Background: an optimization exercise with open tools, aiming at small area. Do not read the settings as production practice. The RTL was checked by simulation tests, not by an equivalence proof against the original design. The flow treats the clock pin as an ideal source, which a real chip does not have. Power figures rest on the tool's default switching activity, not on a simulated workload.

## north
Design dht_reader, start of the top module:
module dht_reader (
    input  wire        clk,
    input  wire        rst,          
    input  wire        tick_us,      
    input  wire        pin_in,       
    output wire        pin_oe,       
    output wire        pin_out,
    output wire        pin_pue,      
    output wire [15:0] rd_temp,
    output wire [15:0] rd_hum,
    output reg         rd_valid,
    output reg         err_ind,
    output reg         ev_reading,
    output reg         ev_error,
    output reg  [3:0]  st,
    output reg  [7:0]  fail_cnt,
    output reg  [31:0] succ_cnt,
    output reg  [1:0]  last_res
);
Size: roughly 560 cells after synthesis, about 120 flip-flops.
clock: 10.0 ns
lec_check: 0
cap_margin: 20
core_margin: 2
core_utilization: 40
slew_margin: 20
standard.sh (not shown) runs the stock make flow with config.mk's settings and CLKGATE_MAP_FILE= SYNTH_SCRIPT=/design/flow/synth_recipe.tcl, a recipe that flattens the netlist after the stock synthesis.
==> flow/flow/run.sh <==
#!/bin/bash
# Standard ORFS layout with these changes:
#  - combinational logic mapped by ABC with an area-oriented script
#    (flow/abc_area.script) instead of the speed script, and without the
#    separate half/full-adder mapping step; registers are untouched;
#  - port buffers are sky130_fd_sc_hd__buf_1 (every port still gets one);
#  - CTS uses clkbuf_4 clock buffers and no dummy loads;
#  - one tie cell per constant value (tie fanout not split).
# make's output goes to make_flow.log; each ORFS step logs to orfs/logs/.
set -euo pipefail
rm -rf scripts_area
cp -r "$FLOW_HOME/scripts" scripts_area
cp flow/abc_area.script scripts_area/abc_area.script
bash standard.sh SCRIPTS_DIR="$PWD/scripts_area" ABC_AREA=1 ADDER_MAP_FILE= \
  BUFFER_PORTS_ARGS="-buffer_cell sky130_fd_sc_hd__buf_1" \
  CTS_ARGS="-sink_clustering_enable -repair_clock_nets -buf_list sky130_fd_sc_hd__clkbuf_4 -dont_use_dummy_load" \
  SKIP_REPAIR_TIE_FANOUT=1 finish > make_flow.log 2>&1
==> flow/flow/abc_area.script <==
strash; &get -n; &fraig -x; &put; scorr; dc2; strash; &get -n; &dch -f; &nf -R 1000; &put
## Diff of input files: south against north
diff --git a/flow/design.v b/flow/design.v
--- a/flow/design.v
+++ b/flow/design.v
@@ -138,15 +138,15 @@
                 do_next = din;
                 do_fail = !din && at_to;
                 next_st = S_BIT_MEASURE;
             end
             S_BIT_MEASURE: begin
                 if (!din) begin
                     do_store = 1'b1;
-                    if (bitidx == 6'd39) begin
+                    if (bitidx[5] & bitidx[2] & bitidx[1] & bitidx[0]) begin
                         do_succ   = (dec_res == 2'd0);
                         do_fail   = (dec_res != 2'd0);
                         fail_kind = dec_res;
                     end else begin
                         do_next = 1'b1;
                         next_st = S_BIT_WAIT_HIGH;
                     end
Results
south finished end to end and its layout was clean on timing, DRC and antenna.
Wire length on met3 of south exceeds that of north by more than a quarter.
Looking at global-route usage, south sits 0.27 points higher than north does.
Leakage power figure shrinks slightly when moving from north to south.
Per the comparison of south with north, area growth from synthesis to final layout rose by 0.23 points, reported net switching power stayed essentially flat, worst hold slack rose by 0.0068 ns, design area stayed essentially flat, pin count of the biggest net entering global routing fell by 21.
In the tables for north and south, ratio of final minimum period to clock period reads lower with north.
Diff north..south | number of top-level pins | unchanged
Critical path depth in cells: higher on south

========
Another version of the RTL of dht_reader (not shown whole).
Size: roughly 120 flip-flops, roughly 89 I/O pins.
==> flow/config.mk <==
export PLATFORM = sky130hd
export DESIGN_NAME = dht_reader
export DESIGN_NICKNAME = dht_reader
export VERILOG_FILES = /design/flow/design.v
export SDC_FILE = /design/flow/constraint.sdc
export NUM_CORES = 4
export LEC_CHECK = 0
export CAP_MARGIN = 20
export CORE_MARGIN = 2
export CORE_UTILIZATION = 40
export SLEW_MARGIN = 20
==> flow/constraint.sdc <==
create_clock -name core_clock -period 10.0 [get_ports {clk}]
set_input_delay 2.0000 -clock core_clock [delete_from_list [all_inputs] [get_ports {clk}]]
set_output_delay 2.0000 -clock core_clock [all_outputs]
set_load 0.01 [all_outputs]
==> flow/flow/run.sh <==
#!/bin/bash
# Standard ORFS layout with these changes:
#  - combinational logic mapped by ABC for area instead of speed, without
#    the separate half/full-adder mapping step. Registers are untouched.
#    Several ABC scripts are tried (flow/abc_base.script, and
#    flow/abc_deep.script and flow/abc_deep_p.script with deepsyn seeds
#    1-12, all deterministic); the one giving the smallest synthesized
#    area is used for the layout;
#  - port buffers are sky130_fd_sc_hd__buf_1 (every port still gets one);
#  - CTS uses clkbuf_4 clock buffers and no dummy loads; a leaf buffer
#    whose clock pins would be slow is then upsized (flow/post_cts.tcl);
#  - one tie cell per constant value (tie fanout not split).
# Logs: cand_*/synth.log and cand_*/orfs/logs for the trial syntheses,
# make_flow.log and orfs/logs for the layout.
set -euo pipefail
W=$PWD
ARGS=(ABC_AREA=1 ADDER_MAP_FILE=
      "BUFFER_PORTS_ARGS=-buffer_cell sky130_fd_sc_hd__buf_1"
      "CTS_ARGS=-sink_clustering_enable -repair_clock_nets -buf_list sky130_fd_sc_hd__clkbuf_4 -dont_use_dummy_load"
      SKIP_REPAIR_TIE_FANOUT=1
      "POST_CTS_TCL=$W/flow/post_cts.tcl")

cands=(base)
for s in 1 2 3 4 5 6 7 8 9 10 11 12; do cands+=("deep$s" "deepp$s"); done

prep() {  # prep NAME: scripts folder and make wrapper for one candidate
  local c=$1
  rm -rf "$W/cand_$c"; mkdir -p "$W/cand_$c"
  cp -r "$FLOW_HOME/scripts" "$W/cand_$c/scripts"
  if [[ $c == base ]]; then
    cp "$W/flow/abc_base.script" "$W/cand_$c/scripts/abc_area.script"
  elif [[ $c == deepp* ]]; then
    sed "s/SEED/${c#deepp}/" "$W/flow/abc_deep_p.script" > "$W/cand_$c/scripts/abc_area.script"
  else
    sed "s/SEED/${c#deep}/" "$W/flow/abc_deep.script" > "$W/cand_$c/scripts/abc_area.script"
  fi
  sed "s|WORK_HOME=[^ ]*|WORK_HOME=$W/cand_$c/orfs|" "$W/standard.sh" > "$W/cand_$c/std.sh"
}

area_of() {
  grep -h "Chip area for module" "$W/cand_$1/orfs/reports/$FLOW_PLATFORM/dht_reader/base/synth_stat.txt" 2>/dev/null \
    | awk '{print $NF}' | tail -1
}

for c in "${cands[@]}"; do prep "$c"; done
running=0
for c in "${cands[@]}"; do
  ( bash "$W/cand_$c/std.sh" SCRIPTS_DIR="$W/cand_$c/scripts" "${ARGS[@]}" synth \
      > "$W/cand_$c/synth.log" 2>&1 || true ) &
  running=$((running + 1))
  if (( running >= ${NUM_CORES:-4} )); then wait -n || true; running=$((running - 1)); fi
done
wait || true

best=""; best_a=""
for c in "${cands[@]}"; do
  a=$(area_of "$c")
  echo "candidate $c: ${a:-failed}" | tee -a "$W/synth_choice.log"
  [[ -z "$a" ]] && continue
  if [[ -z "$best" ]] || awk -v a="$a" -v b="$best_a" 'BEGIN{exit !(a < b)}'; then best=$c; best_a=$a; fi
done
echo "chosen: $best ($best_a)" | tee -a "$W/synth_choice.log"

bash standard.sh SCRIPTS_DIR="$W/cand_$best/scripts" "${ARGS[@]}" finish > make_flow.log 2>&1
Other scripts of this flow, unchanged in this note and not shown: flow/flow/abc_base.script, flow/flow/abc_deep.script, flow/flow/abc_deep_p.script, flow/flow/post_cts.tcl
The starting point completed without violations.
Then changed:
--- a/flow/design.v
+++ b/flow/design.v
@@ -26,22 +26,22 @@
             assign temp_lo[i] = tcm[i] ^ c[i];
         end
     endgenerate
     assign temp_neg = neg & ~c[10];
 endmodule
 module dht_reader (
     input  wire        clk,
     input  wire        rst,          
     input  wire        tick_us,      
     input  wire        pin_in,       
-    output wire        pin_oe,       
-    output wire        pin_out,
+    output reg         pin_oe,       
+    output reg         pin_out,
     output wire        pin_pue,      
     output wire [15:0] rd_temp,
     output wire [15:0] rd_hum,
     output reg         rd_valid,
     output reg         err_ind,
     output reg         ev_reading,
     output reg         ev_error,
     output reg  [3:0]  st,
     output reg  [7:0]  fail_cnt,
     output reg  [31:0] succ_cnt,
@@ -57,22 +57,20 @@
     localparam [3:0] S_BIT_MEASURE   = 4'd7;
     localparam [3:0] S_SLEEP_OK      = 4'd8;
     localparam [3:0] S_SLEEP_FAIL    = 4'd9;
     localparam [3:0] S_RECOVER       = 4'd10;
     localparam [14:0] L_WARMUP     = 15'd19999;   
     localparam [14:0] L_START_LOW  = 15'd999;
     localparam [14:0] L_START_HIGH = 15'd29;
     localparam [14:0] L_TIMEOUT    = 15'd9999;    
     localparam [14:0] L_FAIL       = 15'd29999;
     assign pin_pue = 1'b1;
-    assign pin_oe  = (st == S_START_LOW) | (st == S_START_HIGH) | (st == S_RECOVER);
-    assign pin_out = (st != S_START_LOW);
     reg  [14:0] cnt;
     reg  [5:0]  bitidx;
     reg  [19:0] sh;          
     reg         neg;
     reg         oor;
     reg  [7:0]  ck;
     reg  [9:0]  hum_q;
     reg  [9:0]  temp_q;
     reg         tneg_q;
     assign rd_hum  = {6'd0, hum_q};
@@ -245,45 +243,56 @@
             assign fc_t[i+1] = fc_t[i] & fail_cnt[i];
         end
     endgenerate
     always @(posedge clk)
         fail_cnt <= {8{~fail_clr}} & (fail_cnt ^ fc_t[7:0]);
     wire hit_err    = (fail_cnt == 8'd4);
     wire go_recover = (fail_cnt >= 8'd9) && rd_valid;
     always @(posedge clk) begin
         if (rst) begin
             st         <= S_IDLE;
+            pin_oe     <= 1'b0;
+            pin_out    <= 1'b1;
             temp_q     <= 10'd0;
             tneg_q     <= 1'b0;
             hum_q      <= 10'd0;
             rd_valid   <= 1'b0;
             err_ind    <= 1'b0;
             last_res   <= 2'd0;
             ev_reading <= 1'b0;
             ev_error   <= 1'b0;
         end else if (tick_us) begin
             ev_reading <= 1'b0;
             ev_error   <= 1'b0;
             if (do_begin) begin
-                st <= S_START_LOW;
+                st      <= S_START_LOW;
+                pin_oe  <= 1'b1;
+                pin_out <= 1'b0;
             end else if (do_succ) begin
                 temp_q     <= dec_temp;
                 tneg_q     <= dec_tneg;
                 hum_q      <= sh[19:10];
                 rd_valid   <= 1'b1;
                 err_ind    <= 1'b0;
                 last_res   <= 2'd0;
                 ev_reading <= 1'b1;
                 st         <= S_SLEEP_OK;
             end else if (do_fail) begin
                 last_res <= fail_kind;
                 if (hit_err) begin
                     ev_error <= 1'b1;
                     err_ind  <= 1'b1;
                 end
                 st <= go_recover ? S_RECOVER : S_SLEEP_FAIL;
+                if (go_recover) begin
+                    pin_oe  <= 1'b1;
+                    pin_out <= 1'b1;
+                end
             end else if (do_next) begin
                 st <= next_st;
+                if (st == S_START_LOW)  pin_out <= 1'b1;
+                if (st == S_START_HIGH) pin_oe  <= 1'b0;
+                if (st == S_RECOVER)    pin_oe  <= 1'b0;
             end
         end
     end
 endmodule
The new run completed without violations. Combinational power climbs by about 8%. Power increases by 1.8%. Critical path depth fell by 3. Worst hold slack gets worse by 0.0049 ns. Cell area increases by 1.4%. Global-route usage went up by 0.14 points. Count of clock-buffer cells in the layout stays the same. Sequential cell count went up by 2. Synthesized cell count grows by 3.4%. Wire length rose by 1.7%. Die area came out higher by 1.3%. Area after synthesis rises by 1.3%.

==> re-timing with driven ports <==
In the flow no input, the clock included, has a driving cell. The finished layouts below were timed again as built, in two steps. Step 1, drivers: a clkbuf_16 drives clk and a buf_2 each remaining input, both assumed. Step 2 times the ports against the registers' clock, not the clock port: input delays grow and output delays shrink by t, the midpoint of the rising clock arrivals with the driver on. Three values: no drivers, after step 1, after step 2; two values: the first two.
run | t (ns) | slack for setup (ns) | clock arrival spread, ns | worst data-port slew with drivers (ns)
north | 0.526 | 4.356 / 4.359 / 3.834 | 0.039 / 0.039 | 0.03
south | 0.523 | 3.527 / 3.527 / 3.004 | 0.042 / 0.042 | 0.04
the first run of note 2 | 0.550 | 3.001 / 3.013 / 2.463 | 0.038 / 0.037 | 0.03
the second run of note 2 | 0.536 | 3.652 / 3.660 / 3.124 | 0.038 / 0.038 | 0.03
After both steps every run listed still meets setup and hold. For the first run of note 2, which loses most, drivers alone change the setup slack by +0.012 ns; drivers and shift together by -0.538 ns.
